Background: an optimization exercise with open tools, aiming at small area, a short achievable clock period and few clock cycles. Do not read the settings as production practice.
In this exercise RTL edits were held to simulation tests only and were not proved equivalent to the original.
Power and IR drop assume default switching activity.

==> trial 27: inputs <==
==> flow/design.v (excerpt) <==
module stokast_core (
    input  wire        clk,
    input  wire        rst,
    input  wire        cmd_valid,
    output wire        cmd_ready,
    input  wire        cmd_pass,
    input  wire [63:0] cmd_word,
    input  wire [31:0] cmd_now,
    input  wire [79:0] cmd_fate,
    output reg         resp_valid,
    output reg  [3:0]  resp_emit,
    output wire [47:0] resp_dac,
    output reg  [4:0]  resp_mode,
    output reg         resp_fault
);
==> flow/config.mk <==
export PLATFORM = sky130hd
export DESIGN_NAME = stokast_core
export DESIGN_NICKNAME = stokast_core
export VERILOG_FILES = /design/flow/design.v
export SDC_FILE = /design/flow/constraint.sdc
export NUM_CORES = 4
export LEC_CHECK = 0
export CAP_MARGIN = 20
export CORE_MARGIN = 2
export CORE_UTILIZATION = 60
export SLEW_MARGIN = 20
==> flow/constraint.sdc <==
create_clock -name core_clock -period 20.0 [get_ports {clk}]
set_input_delay 4.0000 -clock core_clock [delete_from_list [all_inputs] [get_ports {clk}]]
set_output_delay 4.0000 -clock core_clock [all_outputs]
set_load 0.01 [all_outputs]
standard.sh (not shown) runs the stock make flow with config.mk's settings and CLKGATE_MAP_FILE= SYNTH_SCRIPT=/design/flow/synth_recipe.tcl, a recipe that flattens the netlist after the stock synthesis.
==> flow/flow/run.sh <==
#!/bin/bash
# The standard layout (standard.sh), with ORFS's timing repair asked to leave
# 13.5 ns of setup slack at the design's own clock period and constraints.
set -euo pipefail
bash standard.sh SETUP_SLACK_MARGIN=13.5 finish > standard_flow.log 2>&1
==> inputs of build 37, as changes to trial 27 <==
--- a/flow/design.v
+++ b/flow/design.v
@@ -821,19 +821,20 @@
     reg        c_pg;        
     reg [31:0] c_now;
     reg [79:0] c_fate;
     reg [2:0]  state;
     reg        up_v;        
     reg  base_rdy;          
     wire pass_done;         
     wire c_pfault = fault || c_pg;
-    wire consume  = cv && (!c_pass || base_rdy) &&
-                    ((state == S_IDLE) || (pass_done && !(c_pass && c_pfault)));
-    assign cmd_ready = !cv || (cv && (state == S_IDLE) && (!c_pass || base_rdy));
+    reg  w2_last;           
+    wire consume  = cv && (!c_pass || base_rdy) && ((state == S_IDLE) || pass_done) &&
+                    !(c_pass && c_pfault && (pass_done || w2_last));
+    assign cmd_ready = !cv || (cv && (state == S_IDLE) && (!c_pass || (base_rdy && !(c_pfault && w2_last))));
     reg [1:0]  otrk;        
     reg [1:0]  mod_kind;
     reg        mod_neg;
     reg [7:0]  step_cnt;
     reg        step_up;
     wire [3:0]  w_opc = c_word[3:0];
     wire [1:0]  w_trk = c_word[5:4];
     wire [31:0] w_pay = c_word[63:32];
@@ -1005,31 +1006,32 @@
                 .nR(un_R[gi]), .nP(un_P[gi]), .ng(un_g[gi]), .nb(un_b[gi]), .fin(un_fin[gi]));
         end
     endgenerate
     wire [3:0] rdy = u_busy & u_fin;
     reg        h_busy;
     reg [1:0]  h_ph;        
     reg [2:0]  h_cnt;
     reg [3:0]  gpend;
-    assign pass_done = (state == S_PASS) && (u_busy == 4'd0) && (gpend == 4'd0) &&
-                       (!h_busy || (h_ph == 2'd2 && h_cnt == 3'd0));
     wire [1:0] wpick = rdy[0] ? 2'd0 : rdy[1] ? 2'd1 : rdy[2] ? 2'd2 : 2'd3;
+    wire       pickv = (rdy != 4'd0);
+    assign pass_done = (state == S_PASS) && ((u_busy & ~(pickv ? (4'd1 << wpick) : 4'd0)) == 4'd0) &&
+                       (gpend == 4'd0) && (!h_busy || (h_ph == 2'd2 && h_cnt == 3'd0)) && !w2_last;
     reg        w2_v;
     reg [1:0]  w2_t;
     reg [11:0] wa_va;
     reg [10:0] wa_sqb;
-    reg [9:0]  wa_sqs;
+    reg [5:0]  wa_sqs;
     reg        wa_sqr;
     reg        wa_q31;
     reg [12:0] wa_dh, wa_a;
     reg [1:0]  wa_kind;
     wire [11:0] wva;
     wire [10:0] wsqb;
-    wire [9:0]  wsqs;
+    wire [5:0]  wsqs;
     wire        wsqr;
     wire        wq31;
     wire [12:0] wdh, wa;
     stokast_wave_a u_wa (.mode(lfo_mode[wpick]), .phase(u_P[wpick]), .va(wva), .sqb(wsqb), .sqs(wsqs), .sqr(wsqr), .q31(wq31), .dh(wdh), .a(wa));
     wire [11:0] w2_val;
     stokast_wave_b u_wb (.kind(wa_kind), .va(wa_va), .sqb(wa_sqb), .sqs(wa_sqs), .sqr(wa_sqr), .q31(wa_q31), .dh(wa_dh), .a(wa_a), .value(w2_val));
     reg [1:0]  h_t;
     reg [31:0] h_acc;
@@ -1103,16 +1105,17 @@
             mod_kind       <= MK_LFO;
             mod_neg        <= 1'b0;
             step_cnt       <= 8'd0;
             step_up        <= 1'b0;
             me_busy        <= 1'b0;
             tslow          <= 4'd0;
             u_busy         <= 4'd0;
             w2_v           <= 1'b0;
+            w2_last        <= 1'b0;
             tri_ok         <= 4'd0;
             p_fix          <= 1'b0;
             tptr           <= 2'd0;
             tsv            <= 1'b0;
             tsr            <= 2'd0;
             gpend          <= 4'd0;
             h_busy         <= 1'b0;
             resp_valid     <= 1'b0;
@@ -1204,37 +1207,29 @@
                     state    <= S_MOD;
                 end
             end
             S_PASS: begin
                 tsv <= (tel != 4'd0);
                 tsr <= tsel;
                 if (tel != 4'd0) tptr <= tsel;
                 if (tsv && tchk) tri_ok[tsr] <= 1'b1;
-                w2_v <= 1'b0;
                 if (rdy != 4'd0) begin
                     w2_v   <= 1'b1;
                     w2_t   <= wpick;
                     wa_va   <= wva;
                     wa_sqb  <= wsqb;
                     wa_sqs  <= wsqs;
                     wa_sqr  <= wsqr;
                     wa_q31  <= wq31;
                     wa_dh   <= wdh;
                     wa_a    <= wa;
                     wa_kind <= {is_tri[wpick], (lfo_mode[wpick] >= 4'd3) && (lfo_mode[wpick] <= 4'd5)};
                     u_busy[wpick] <= 1'b0;
                 end
-                if (w2_v) begin
-                    if (!last_ok[w2_t] || last_out[w2_t] != w2_val) begin
-                        pe[w2_t]                <= 1'b1;
-                        last_out[w2_t]          <= w2_val;
-                        last_ok[w2_t]           <= 1'b1;
-                    end
-                end
                 if (!h_busy) begin
                     if (gpend != 4'd0) begin
                         h_busy <= 1'b1;
                         h_ph   <= 2'd0;
                         h_cnt  <= 3'd2;
                         h_t    <= hpick;
                         h_acc  <= 32'd0;
                         h_x    <= {2'd0, seed, hpick, rand_mod[hpick], 8'd0};
@@ -1276,29 +1271,47 @@
                         u_P[t]  <= base[t];
                         u_J[t]  <= ji;
                         u_g[t]  <= g_i;
                         u_b[t]  <= 1'b1;
                         u_fr[t] <= 1'b0;
                     end
                 end
                 if (pass_done) begin
-                    resp_valid <= 1'b1;
-                    resp_emit  <= pe | ((w2_v && (!last_ok[w2_t] || last_out[w2_t] != w2_val)) ? (4'd1 << w2_t) : 4'd0)
-                                     | ((h_busy && h_ph == 2'd2 && h_cnt == 3'd0) ? (4'd1 << h_t) : 4'd0);
                     resp_mode  <= mode;
                     resp_fault <= 1'b0;
                     state      <= S_IDLE;
+                    if (pickv) begin
+                        w2_last <= 1'b1;
+                    end else begin
+                        resp_valid <= 1'b1;
+                        resp_emit  <= pe | ((w2_v && (!last_ok[w2_t] || last_out[w2_t] != w2_val)) ? (4'd1 << w2_t) : 4'd0)
+                                         | ((h_busy && h_ph == 2'd2 && h_cnt == 3'd0) ? (4'd1 << h_t) : 4'd0);
+                    end
                 end
             end
             default: state <= S_IDLE;
             endcase
+            w2_v <= (state == S_PASS) && pickv;
+            if (w2_v) begin
+                if (!last_ok[w2_t] || last_out[w2_t] != w2_val) begin
+                    pe[w2_t]       <= 1'b1;
+                    last_out[w2_t] <= w2_val;
+                    last_ok[w2_t]  <= 1'b1;
+                end
+            end
+            if (w2_last) begin
+                w2_last    <= 1'b0;
+                resp_valid <= 1'b1;
+                resp_emit  <= pe | ((!last_ok[w2_t] || last_out[w2_t] != w2_val) ? (4'd1 << w2_t) : 4'd0);
+                pe         <= 4'd0;
+            end
             if (consume) begin
                 if (c_pass) begin
-                    pe <= 4'd0;
+                    if (!(pass_done && pickv)) pe <= 4'd0;
                     if (c_pfault) begin
                         fault      <= 1'b1;
                         resp_valid <= 1'b1;
                         resp_fault <= 1'b1;
                         resp_mode  <= mode;
                     end else begin
                         if (regen) begin
                             for (t = 0; t < 4; t = t + 1) begin
@@ -1660,28 +1673,31 @@
     assign s  = p0 ^ {G[W-2:0], ci};
     assign co = G[W-1];
 endmodule
 module stokast_wave_a (
     input  wire [3:0]  mode,
     input  wire [31:0] phase,
     output reg  [11:0] va,
     output wire [10:0] sqb,
-    output wire [9:0]  sqs,
+    output wire [5:0]  sqs,
     output wire        sqr,
     output wire        q31,
     output wire [12:0] dh,
     output wire [12:0] a
 );
     wire [1:0]  add = (mode == 4'd4 || mode == 4'd7 || mode == 4'd10) ? 2'b01 :
                       (mode == 4'd5 || mode == 4'd8 || mode == 4'd11) ? 2'b10 : 2'b00;
     wire [31:0] q = {phase[31:30] + add, phase[29:0]};
     assign q31 = q[31];
     wire [10:0] s_idx = q[30] ? (11'd1024 - {1'b0, q[29:20]}) : {1'b0, q[29:20]};
-    stokast_sine_q u_sine (.idx(s_idx), .q_b(sqb), .q_s(sqs), .q_r(sqr));
+    wire [9:0]  sqsb;
+    stokast_sine_q u_sine (.idx(s_idx), .q_b(sqb), .q_s(sqsb), .q_r(sqr));
+    wire [9:0]  sqm = sqsb[9:4] * sqsb[3:0];
+    assign sqs = sqm[9:4];
     always @(*) begin
         case (mode)
             4'd1:                va = q[31:20];
             4'd2:                va = ~q[31:20];
             4'd9, 4'd10, 4'd11:  va = q[31] ? 12'd0 : 12'd4095;
             default:             va = 12'd0;
         endcase
     end
@@ -1698,28 +1714,27 @@
     stokast_add #(13) u_ap (.a(13'd1024), .b({2'd0, k[29:19]}), .ci(1'b0), .s(ap), .co(c_ap));   
     assign dh = mid ? dm : q[31:19];
     assign a  = (mid && qnz) ? am : ap;
 endmodule
 module stokast_wave_b (
     input  wire [1:0]  kind,
     input  wire [11:0] va,
     input  wire [10:0] sqb,
-    input  wire [9:0]  sqs,
+    input  wire [5:0]  sqs,
     input  wire        sqr,
     input  wire        q31,
     input  wire [12:0] dh,
     input  wire [12:0] a,
     output wire [11:0] value
 );
-    wire [9:0]  sqm    = sqs[9:4] * sqs[3:0];
     wire [10:0] sq;
     wire [11:0] sng;
     wire [13:0] df;
     wire [11:0] tri_v;
     wire        c1, c2, c3, c4;
-    stokast_add #(11) u_sq (.a(sqb), .b({5'd0, sqm[9:4]}), .ci(sqr), .s(sq), .co(c1));
+    stokast_add #(11) u_sq (.a(sqb), .b({5'd0, sqs}), .ci(sqr), .s(sq), .co(c1));
     stokast_add #(12) u_sn (.a({1'b0, ~sq}), .b(12'd0), .ci(1'b1), .s(sng), .co(c2));               
     wire [11:0] sine_v = q31 ? sng : {1'b1, sq};
     stokast_add #(14) u_df (.a({1'b0, a}), .b(~{dh[12], dh}), .ci(1'b1), .s(df), .co(c3));           
     stokast_add #(12) u_tv (.a({~dh[11], dh[10:0]}), .b({{9{df[13]}}, df[13:11]}), .ci(1'b0), .s(tri_v), .co(c4));
     assign value = kind[1] ? tri_v : kind[0] ? sine_v : va;
 endmodule
==> comparison table <==
Cells after synthesis: trial 27 16,500; build 37 16,400
Worst-path cell with the longest stage delay: trial 27 edfxtp_1; build 37 mux2i_1
Initial Util: trial 27 60.2%; build 37 60.4%
Detailed-routing iteration count for the pre-antenna-repair pass: trial 27 10; build 37 17
Sinks on Clock Net: trial 27 1,615; build 37 1,612
Clock buffers: trial 27 232; build 37 229
Power per cell area: trial 27 112 mW/mm^2; build 37 109 mW/mm^2
GR met2 Demand/Resource: trial 27 66.1%; build 37 67.3%
Result of the run: trial 27 no timing/DRC/antenna violations; build 37 finished with violations
Reasons for failing layout checks: trial 27 -; build 37 max-capacitance violations, max-slew violations
Power spent charging and discharging nets: trial 27 8200 uW; build 37 7690 uW
# Max-Cap Violations: trial 27 0; build 37 1
Worst Path Arrival: trial 27 7540 ps; build 37 7770 ps
Area after detailed placement: trial 27 0.150 sq mm; build 37 0.149 sq mm
Fraction of met3 tracks used by global routing: trial 27 16.1%; build 37 16.5%
Synth Area per Inst: trial 27 8.79 sq um; build 37 8.76 sq um
Part of the cycle the worst path needs: trial 27 34.6%; build 37 35.6%
Synthesized-area fraction occupied by xor and xnor cells: trial 27 4.81%; build 37 5.10%
Testbench counts of trial 27, summed over its fixed seeds: cycles 75,399.
Testbench counts of build 37, summed over its fixed seeds: cycles 70,864.

## port drivers added, routing unchanged
How much do the figures lean on ideal ports? The routed layouts below were timed once more, with nothing changed but the port constraints. Step 1 (the two cells are an assumption about what drives the block):
set clk [get_ports {clk}]
set_driving_cell -lib_cell sky130_fd_sc_hd__clkbuf_16 $clk
set_driving_cell -lib_cell sky130_fd_sc_hd__buf_2 [delete_from_list [all_inputs] $clk]
Step 2 adds t to the input delays and takes it off the output delays; t is the mean of the earliest and latest rising clock arrival at the registers after step 1. Input paths then give back, and output paths get back, about the clock's delay inside the block. a / b / c = no drivers / after step 1 / after step 2; a / b = the first two.
run | t (ns) | setup WS [ns] | worst setup path at the end | worst slew at a driven data input, ns
trial 27 | 1.000 | 13.088 / 13.088 / 12.512 | input to register | 0.08
build 37 | 1.003 | 12.876 / 12.876 / 12.538 | input to register | 0.17
For trial 27, which loses most, drivers alone change the setup slack by 0.000 ns; drivers and shift together by -0.576 ns.
